Source: an optimization exercise on an open RTL-to-GDS flow (aim: a short achievable clock period and few clock cycles). Production flows keep margins and buffers that such runs may drop. At most, simulation tests tie the RTL to the original design; equivalence was not proved. No activity file was given, so power comes from the tool's default toggle rates.

==> flow/design.v <==
module csc16_sel #(
    parameter W = 1
) (
    input  wire         s,
    input  wire [W-1:0] a,
    input  wire [W-1:0] b,
    output wire [W-1:0] y
);
    assign y = s ? a : b;
endmodule
module csc16 (
    input  wire        clk,
    input  wire        rst,
    input  wire        cmd_valid,
    output wire        cmd_ready,
    input  wire [39:0] cmd_word,
    output wire        rsp_valid,
    output wire [2:0]  rsp_status,
    output wire [31:0] rsp_res,
    output reg         str_valid,
    output reg  [7:0]  str_data,
    output wire        tx_valid,
    output wire [7:0]  tx_data,
    input  wire        tx_ok,
    input  wire        tx_fail,
    output wire        rx_req,
    input  wire        rx_valid,
    input  wire [7:0]  rx_data,
    input  wire        rx_timeout,
    input  wire        rx_err
);
    localparam [2:0] ST_OK       = 3'd0;
    localparam [2:0] ST_SHORT    = 3'd1;
    localparam [2:0] ST_MISMATCH = 3'd2;
    localparam [2:0] ST_TRANSP   = 3'd3;
    localparam [2:0] ST_ILLEGAL  = 3'd4;
    function [15:0] crc_step;
        input [15:0] s;
        input [7:0]  b;
        integer i;
        reg [15:0] t;
        begin
            t = s ^ {b, 8'h00};
            for (i = 0; i < 8; i = i + 1)
                if (t[15]) t = (t << 1) ^ 16'h1021;
                else       t = t << 1;
            crc_step = t;
        end
    endfunction
    reg [15:0] crc;
    reg        ir;       
    reg        rr;       
    reg        txm;      
    reg        rxm;      
    reg        last;     
    reg        tl;       
    reg        dl;       
    reg        feed;     
    reg        strm;     
    reg        ckm;      
    reg        s8;       
    reg        s16;      
    reg        hm;       
    reg        clrp;     
    reg        updp;     
    reg [2:0]  st;
    reg [31:0] R;        
    reg [31:0] sh;       
    reg [5:0]  cnt;      
    wire tdone = tl & tx_ok;
    wire ddone = dl & rx_valid;
    assign rsp_valid  = rr | tdone | ddone;
    assign cmd_ready  = ir | tdone | ddone;
    assign rsp_status = st;
    assign rsp_res    = {R[31:8], rxm ? rx_data : R[7:0]};
    assign tx_valid   = txm;
    assign rx_req     = rxm;
    assign tx_data    = sh[31:24];
    wire        take = cmd_valid & cmd_ready;
    wire [7:0]  op   = cmd_word[39:32];
    wire [31:0] imm  = cmd_word[31:0];
    wire        fd_rx  = rxm & feed & rx_valid;
    wire        fd_tx  = (txm & feed & tx_ok) | updp;
    wire [15:0] crc_a  = crc_step(crc, 8'h00);
    wire [15:0] crc_rx = crc_a ^ crc_step(16'h0000, rx_data);
    wire [15:0] crc_tx = crc_a ^ crc_step(16'h0000, sh[31:24]);
    wire [15:0] crc_e  = clrp ? 16'h0000 : fd_tx ? crc_tx : crc;
    wire [15:0] crc_nx;
    csc16_sel #(.W(16)) u_crc (.s(fd_rx), .a(crc_rx), .b(crc_e), .y(crc_nx));
    always @(posedge clk) begin
        if (rst)
            crc <= 16'h0000;
        else
            crc <= crc_nx;
    end
    always @(posedge clk) begin
        str_data  <= rx_data;
        if (rst)
            str_valid <= 1'b0;
        else
            str_valid <= rxm & strm & rx_valid & (rx_data != 8'h00);
    end
    reg        ir_c, rr_c, txm_c, rxm_c, last_c, tl_c, dl_c, feed_c, strm_c, ckm_c;
    reg        s8_c, s16_c, hm_c, clrp_c, updp_c;
    reg [2:0]  st_c;
    reg [31:0] R_c, sh_c;
    reg [5:0]  cnt_c;
    always @(*) begin
        ir_c   = ir;
        rr_c   = 1'b0;
        txm_c  = txm;
        rxm_c  = rxm;
        last_c = last;
        tl_c   = tl;
        dl_c   = dl;
        feed_c = feed;
        strm_c = strm;
        ckm_c  = ckm;
        s8_c   = s8;
        s16_c  = s16;
        hm_c   = hm;
        clrp_c = 1'b0;
        updp_c = 1'b0;
        st_c   = st;
        R_c    = R;
        sh_c   = sh;
        cnt_c  = cnt;
        if (txm) begin
            if (tx_fail) begin
                txm_c = 1'b0;
                tl_c  = 1'b0;
                ir_c  = 1'b1;
                rr_c  = 1'b1;
                st_c  = ST_TRANSP;
                R_c   = 32'd0;
            end else if (tx_ok) begin
                sh_c   = {sh[23:0], 8'd0};
                cnt_c  = cnt - 6'd1;
                last_c = (cnt == 6'd2);
                tl_c   = (cnt == 6'd2);
                if (last) begin
                    txm_c = 1'b0;
                    ir_c  = 1'b1;
                end
            end
        end
        if (rxm) begin
            if (rx_timeout | rx_err) begin
                rxm_c = 1'b0;
                dl_c  = 1'b0;
                s8_c  = 1'b0;
                ir_c  = 1'b1;
                rr_c  = 1'b1;
                st_c  = rx_timeout ? ST_SHORT : ST_TRANSP;
                R_c   = 32'd0;
            end else if (rx_valid) begin
                if (strm) begin
                    cnt_c = cnt + 6'd1;
                    if (rx_data == 8'h00) begin
                        rxm_c = 1'b0;
                        ir_c  = 1'b1;
                        rr_c  = 1'b1;
                        R_c   = {26'd0, cnt};
                    end else if (cnt == 6'd47) begin
                        rxm_c = 1'b0;
                        ir_c  = 1'b1;
                        rr_c  = 1'b1;
                        R_c   = {26'd0, cnt + 6'd1};
                    end
                end else if (ckm) begin
                    last_c = 1'b1;
                    if (!last) begin
                        hm_c       = (rx_data == crc[15:8]);
                        R_c[15:8]  = rx_data;
                    end else begin
                        rxm_c = 1'b0;
                        ir_c  = 1'b1;
                        rr_c  = 1'b1;
                        if (hm && rx_data == crc[7:0]) begin
                            R_c = {16'd0, R[15:8], rx_data};
                        end else begin
                            R_c  = 32'd0;
                            st_c = ST_MISMATCH;
                        end
                    end
                end else if (s8) begin
                    rxm_c = 1'b0;
                    s8_c  = 1'b0;
                    ir_c  = 1'b1;
                    rr_c  = 1'b1;
                    R_c   = {{24{rx_data[7]}}, rx_data};
                end else begin
                    cnt_c  = cnt - 6'd1;
                    last_c = (cnt == 6'd2);
                    dl_c   = (cnt == 6'd2);
                    R_c    = {s16 ? {16{rx_data[7]}} : R[23:8], rx_data, 8'd0};
                    if (last) begin
                        rxm_c = 1'b0;
                        dl_c  = 1'b0;
                        s8_c  = 1'b0;
                        ir_c  = 1'b1;
                    end
                end
            end
        end
    end
    reg        ir_n, rr_n, txm_n, rxm_n, last_n, tl_n, dl_n, feed_n, strm_n, ckm_n;
    reg        s8_n, s16_n, clrp_n, updp_n;
    reg [2:0]  st_n;
    reg [31:0] R_n, sh_n;
    reg [5:0]  cnt_n;
    always @(*) begin
        st_n   = ST_OK;
        R_n    = 32'd0;
        rr_n   = 1'b0;
        txm_n  = 1'b0;
        rxm_n  = 1'b0;
        tl_n   = 1'b0;
        dl_n   = 1'b0;
        s8_n   = 1'b0;
        s16_n  = 1'b0;
        strm_n = 1'b0;
        ckm_n  = 1'b0;
        feed_n = 1'b0;
        last_n = 1'b0;
        ir_n   = 1'b1;
        cnt_n  = 6'd0;
        clrp_n = 1'b0;
        updp_n = 1'b0;
        sh_n   = op[5]           ? {crc_nx, 16'd0}    :
                 (op[4] & op[1]) ? imm                :
                 (op[4] & op[0]) ? {imm[15:0], 16'd0} :
                                   {imm[7:0], 24'd0};
        case (op)
            8'h00: begin
                clrp_n = 1'b1;
                rr_n   = 1'b1;
            end
            8'h01: begin
                updp_n = 1'b1;
                rr_n   = 1'b1;
            end
            8'h02: begin
                R_n  = {16'd0, crc_nx};
                rr_n = 1'b1;
            end
            8'h10, 8'h11, 8'h12, 8'h14, 8'h15, 8'h16: begin
                txm_n  = 1'b1;
                ir_n   = 1'b0;
                feed_n = 1'b1;
                case (op[1:0])
                    2'd0: begin
                        cnt_n  = 6'd1;
                        last_n = 1'b1;
                        tl_n   = 1'b1;
                    end
                    2'd1:    cnt_n = 6'd2;
                    default: cnt_n = 6'd4;
                endcase
            end
            8'h30: begin
                txm_n = 1'b1;
                ir_n  = 1'b0;
                cnt_n = 6'd2;
            end
            8'h20, 8'h21, 8'h22, 8'h24, 8'h25, 8'h26: begin
                rxm_n  = 1'b1;
                ir_n   = 1'b0;
                feed_n = 1'b1;
                case (op[1:0])
                    2'd0: begin
                        cnt_n  = 6'd1;
                        last_n = 1'b1;
                        dl_n   = !op[2];
                        s8_n   = op[2];
                    end
                    2'd1: begin
                        cnt_n = 6'd2;
                        s16_n = op[2];
                    end
                    default: cnt_n = 6'd4;
                endcase
            end
            8'h28: begin
                rxm_n  = 1'b1;
                ir_n   = 1'b0;
                feed_n = 1'b1;
                strm_n = 1'b1;
            end
            8'h31: begin
                rxm_n = 1'b1;
                ir_n  = 1'b0;
                ckm_n = 1'b1;
                cnt_n = 6'd2;
            end
            default: begin
                st_n = ST_ILLEGAL;
                rr_n = 1'b1;
            end
        endcase
    end
    localparam NW = 19 + 3 + 32 + 32 + 6;
    wire [NW-1:0] nx;
    csc16_sel #(.W(NW)) u_take (
        .s (take),
        .a ({ir_n, rr_n, txm_n, rxm_n, last_n, tl_n, dl_n, feed_n, strm_n, ckm_n,
             s8_n, s16_n, hm,   clrp_n, updp_n, 4'b0000,
             st_n, R_n, sh_n, cnt_n}),
        .b ({ir_c, rr_c, txm_c, rxm_c, last_c, tl_c, dl_c, feed_c, strm_c, ckm_c,
             s8_c, s16_c, hm_c, clrp_c, updp_c, 4'b0000,
             st_c, R_c, sh_c, cnt_c}),
        .y (nx)
    );
    always @(posedge clk) begin
        {hm, st, R, sh, cnt} <= {nx[NW-13], nx[72:0]};
        {last, feed, strm, ckm, s16} <= {nx[NW-5], nx[NW-8], nx[NW-9], nx[NW-10],
                                        nx[NW-12]};
        if (rst) begin
            ir   <= 1'b1;
            rr   <= 1'b0;
            txm  <= 1'b0;
            rxm  <= 1'b0;
            tl   <= 1'b0;
            dl   <= 1'b0;
            s8   <= 1'b0;
            clrp <= 1'b0;
            updp <= 1'b0;
        end else begin
            {ir, rr, txm, rxm} <= nx[NW-1:NW-4];
            {tl, dl} <= nx[NW-6:NW-7];
            s8   <= nx[NW-11];
            clrp <= nx[NW-14];
            updp <= nx[NW-15];
        end
    end
endmodule
==> flow/config.mk <==
export PLATFORM = sky130hd
export DESIGN_NAME = csc16
export DESIGN_NICKNAME = csc16
export VERILOG_FILES = /design/flow/design.v
export SDC_FILE = /design/flow/constraint.sdc
export NUM_CORES = 4
export LEC_CHECK = 0
export ABC_CLOCK_PERIOD_IN_PS = 1500
export CAP_MARGIN = 20
export CORE_MARGIN = 2
export CORE_UTILIZATION = 40
export SETUP_SLACK_MARGIN = 5.0
export SLEW_MARGIN = 20
export SYNTH_HIERARCHICAL = 1
export SYNTH_MINIMUM_KEEP_SIZE = 0
export TNS_END_PERCENT = 100
==> flow/constraint.sdc <==
create_clock -name core_clock -period 4.0 [get_ports {clk}]
set_input_delay 0.8000 -clock core_clock [delete_from_list [all_inputs] [get_ports {clk}]]
set_output_delay 0.8000 -clock core_clock [all_outputs]
set_load 0.01 [all_outputs]
run.sh (not shown) runs the stock make flow with config.mk's settings and CLKGATE_MAP_FILE= SYNTH_SCRIPT=/design/flow/synth_recipe.tcl, a recipe that flattens the netlist after the stock synthesis.
The first run ran to the end with no violations.
Testbench counts at the start, summed over its fixed seeds: cycles 19,498.
Next try:
--- a/flow/design.v
+++ b/flow/design.v
@@ -7,8 +7,30 @@
     output wire [W-1:0] y
 );
     assign y = s ? a : b;
 endmodule
+module csc16_dec (
+    input  wire [7:0] op,
+    output wire       clr,
+    output wire       upd,
+    output wire       val,
+    output wire       enc,
+    output wire       txck,
+    output wire       dec,
+    output wire       str,
+    output wire       rxck
+);
+    wire lo  = (op[7:6] == 2'b00);
+    wire wok = ~(op[1] & op[0]);    
+    assign clr  = lo & (op[5:0] == 6'h00);
+    assign upd  = lo & (op[5:0] == 6'h01);
+    assign val  = lo & (op[5:0] == 6'h02);
+    assign enc  = lo & (op[5:3] == 3'b010) & wok;
+    assign dec  = lo & (op[5:3] == 3'b100) & wok;
+    assign str  = lo & (op[5:0] == 6'h28);
+    assign txck = lo & (op[5:0] == 6'h30);
+    assign rxck = lo & (op[5:0] == 6'h31);
+endmodule
 module csc16 (
     input  wire        clk,
     input  wire        rst,
     input  wire        cmd_valid,
@@ -78,8 +100,13 @@
     assign tx_data    = sh[31:24];
     wire        take = cmd_valid & cmd_ready;
     wire [7:0]  op   = cmd_word[39:32];
     wire [31:0] imm  = cmd_word[31:0];
+    wire is_clr, is_upd, is_val, is_enc, is_txck, is_dec, is_str, is_rxck;
+    csc16_dec u_dec (
+        .op(op), .clr(is_clr), .upd(is_upd), .val(is_val), .enc(is_enc),
+        .txck(is_txck), .dec(is_dec), .str(is_str), .rxck(is_rxck)
+    );
     wire        fd_rx  = rxm & feed & rx_valid;
     wire        fd_tx  = (txm & feed & tx_ok) | updp;
     wire [15:0] crc_a  = crc_step(crc, 8'h00);
     wire [15:0] crc_rx = crc_a ^ crc_step(16'h0000, rx_data);
@@ -230,22 +257,22 @@
         sh_n   = op[5]           ? {crc_nx, 16'd0}    :
                  (op[4] & op[1]) ? imm                :
                  (op[4] & op[0]) ? {imm[15:0], 16'd0} :
                                    {imm[7:0], 24'd0};
-        case (op)
-            8'h00: begin
+        case (1'b1)
+            is_clr: begin
                 clrp_n = 1'b1;
                 rr_n   = 1'b1;
             end
-            8'h01: begin
+            is_upd: begin
                 updp_n = 1'b1;
                 rr_n   = 1'b1;
             end
-            8'h02: begin
+            is_val: begin
                 R_n  = {16'd0, crc_nx};
                 rr_n = 1'b1;
             end
-            8'h10, 8'h11, 8'h12, 8'h14, 8'h15, 8'h16: begin
+            is_enc: begin
                 txm_n  = 1'b1;
                 ir_n   = 1'b0;
                 feed_n = 1'b1;
                 case (op[1:0])
@@ -257,14 +284,14 @@
                     2'd1:    cnt_n = 6'd2;
                     default: cnt_n = 6'd4;
                 endcase
             end
-            8'h30: begin
+            is_txck: begin
                 txm_n = 1'b1;
                 ir_n  = 1'b0;
                 cnt_n = 6'd2;
             end
-            8'h20, 8'h21, 8'h22, 8'h24, 8'h25, 8'h26: begin
+            is_dec: begin
                 rxm_n  = 1'b1;
                 ir_n   = 1'b0;
                 feed_n = 1'b1;
                 case (op[1:0])
@@ -280,15 +307,15 @@
                     end
                     default: cnt_n = 6'd4;
                 endcase
             end
-            8'h28: begin
+            is_str: begin
                 rxm_n  = 1'b1;
                 ir_n   = 1'b0;
                 feed_n = 1'b1;
                 strm_n = 1'b1;
             end
-            8'h31: begin
+            is_rxck: begin
                 rxm_n = 1'b1;
                 ir_n  = 1'b0;
                 ckm_n = 1'b1;
                 cnt_n = 6'd2;
Outcome: Routed wire length goes up by 8.2%. Non-clock buffer count goes up by 38. Flip-flop and latch count does not change. Hold slack got worse by 0.015 ns. Maximum frequency goes down by 6.9%. Die area goes up by 3.9%. Synthesized cell count goes up by 2.1%. Total power goes up by 8.4%. Cell count goes up by 4.5%. Register-to-register slack got worse by 0.14 ns. Cell area goes up by 5.2%. First-iteration DRC count goes up by 56%. Clock-buffer cell count goes up by 2.
No functional check of the RTL was part of the second run of this note.

Another version of the RTL of csc16 (not shown whole).
Size: ~1000 cells after synthesis, roughly 110 I/O pins, about 8700 um2 of cells after synthesis.
clock: 4.0 ns
lec_check: 0
abc_clock_period_in_ps: 1500
cap_margin: 20
core_margin: 2
core_utilization: 40
setup_slack_margin: 5.0
slew_margin: 20
synth_hierarchical: 1
synth_minimum_keep_size: 0
tns_end_percent: 100
The first run finished clean.
==> next run, changes <==
--- a/flow/design.v
+++ b/flow/design.v
@@ -5,22 +5,12 @@
     input  wire [W-1:0] a,
     input  wire [W-1:0] b,
     output wire [W-1:0] y
 );
     assign y = s ? a : b;
 endmodule
-module csc16_ans (
-    input  wire r,
-    input  wire t,
-    input  wire tx_ok,
-    input  wire d,
-    input  wire rx_valid,
-    output wire y
-);
-    assign y = r | (t & tx_ok) | (d & rx_valid);
-endmodule
 module csc16_dec (
     input  wire [7:0] op,
     output wire       clr,
     output wire       upd,
     output wire       val,
     output wire       enc,
@@ -99,20 +89,20 @@
     reg [2:0]  st;
     reg [31:0] R;        
     reg [31:0] sh;       
     reg [5:0]  cnt;      
     wire tdone = tl & tx_ok;
     wire ddone = dl & rx_valid;
-    csc16_ans u_rsp (.r(rr), .t(tl), .tx_ok(tx_ok), .d(dl), .rx_valid(rx_valid), .y(rsp_valid));
-    csc16_ans u_rdy (.r(ir), .t(tl), .tx_ok(tx_ok), .d(dl), .rx_valid(rx_valid), .y(cmd_ready));
+    assign rsp_valid  = rr | tdone | ddone;
+    assign cmd_ready  = ir | tdone | ddone;
     assign rsp_status = st;
     assign rsp_res    = {R[31:8], rsel ? rx_data : R[7:0]};
     assign tx_valid   = txm;
     assign rx_req     = rxm;
     assign tx_data    = sh[31:24];
-    wire        take = cmd_valid & (ir | tdone | ddone);
+    wire        take = cmd_valid & cmd_ready;
     wire [7:0]  op   = cmd_word[39:32];
     wire [31:0] imm  = cmd_word[31:0];
     wire is_clr, is_upd, is_val, is_enc, is_txck, is_dec, is_str, is_rxck;
     csc16_dec u_dec (
         .op(op), .clr(is_clr), .upd(is_upd), .val(is_val), .enc(is_enc),
         .txck(is_txck), .dec(is_dec), .str(is_str), .rxck(is_rxck)
What happened: Final cell count rises by 2.6%. Die area rises by 0.97%. Non-clock buffer count rises by 22. Worst setup slack gets worse by 0.28 ns. Utilization falls by 0.61 points. Worst hold slack gets worse by 0.0073 ns. Total power falls by 1.2%. Design area rises by 1.6%. Combinational power rises by about 4%. Clock power falls by about 6%. Via count rises by 7.1%.
Function was not checked in any run of this note: the RTL went through the layout flow alone.

==> port drivers added, routing unchanged <==
How much do the figures lean on ideal ports? The routed layouts below were timed once more, with nothing changed but the port constraints. Step 1 sets driving cells, clkbuf_16 on the clock port and buf_2 on the other inputs (assumed; they add their load-dependent delay and slew). Step 2 moves the port delays by t, midway between the first and last clock arrival at a register: inputs arrive t later, outputs are due t later. That takes back most of the time a late clock gives input paths. Three values: ideal, step 1, step 2; two values: the first two.
run | t (ns) | setup slack, ns | hold slack, ns | worst setup path at the end
the first run of note 1 | 0.469 | 1.779 / 1.732 / 1.330 | 0.502 / 0.525 / 0.527 | input to register
the second run of note 1 | 0.473 | 1.614 / 1.605 / 1.148 | 0.487 / 0.491 / 0.577 | input to register
the first run of note 2 | 0.473 | 1.684 / 1.685 / 1.212 | 0.493 / 0.510 / 0.564 | input to register
the second run of note 2 | 0.473 | 1.405 / 1.413 / 0.940 | 0.485 / 0.487 / 0.539 | input to register
After both steps every run listed still meets setup and hold. For the first run of note 2, which loses most, drivers alone change the setup slack by +0.001 ns; drivers and shift together by -0.472 ns.
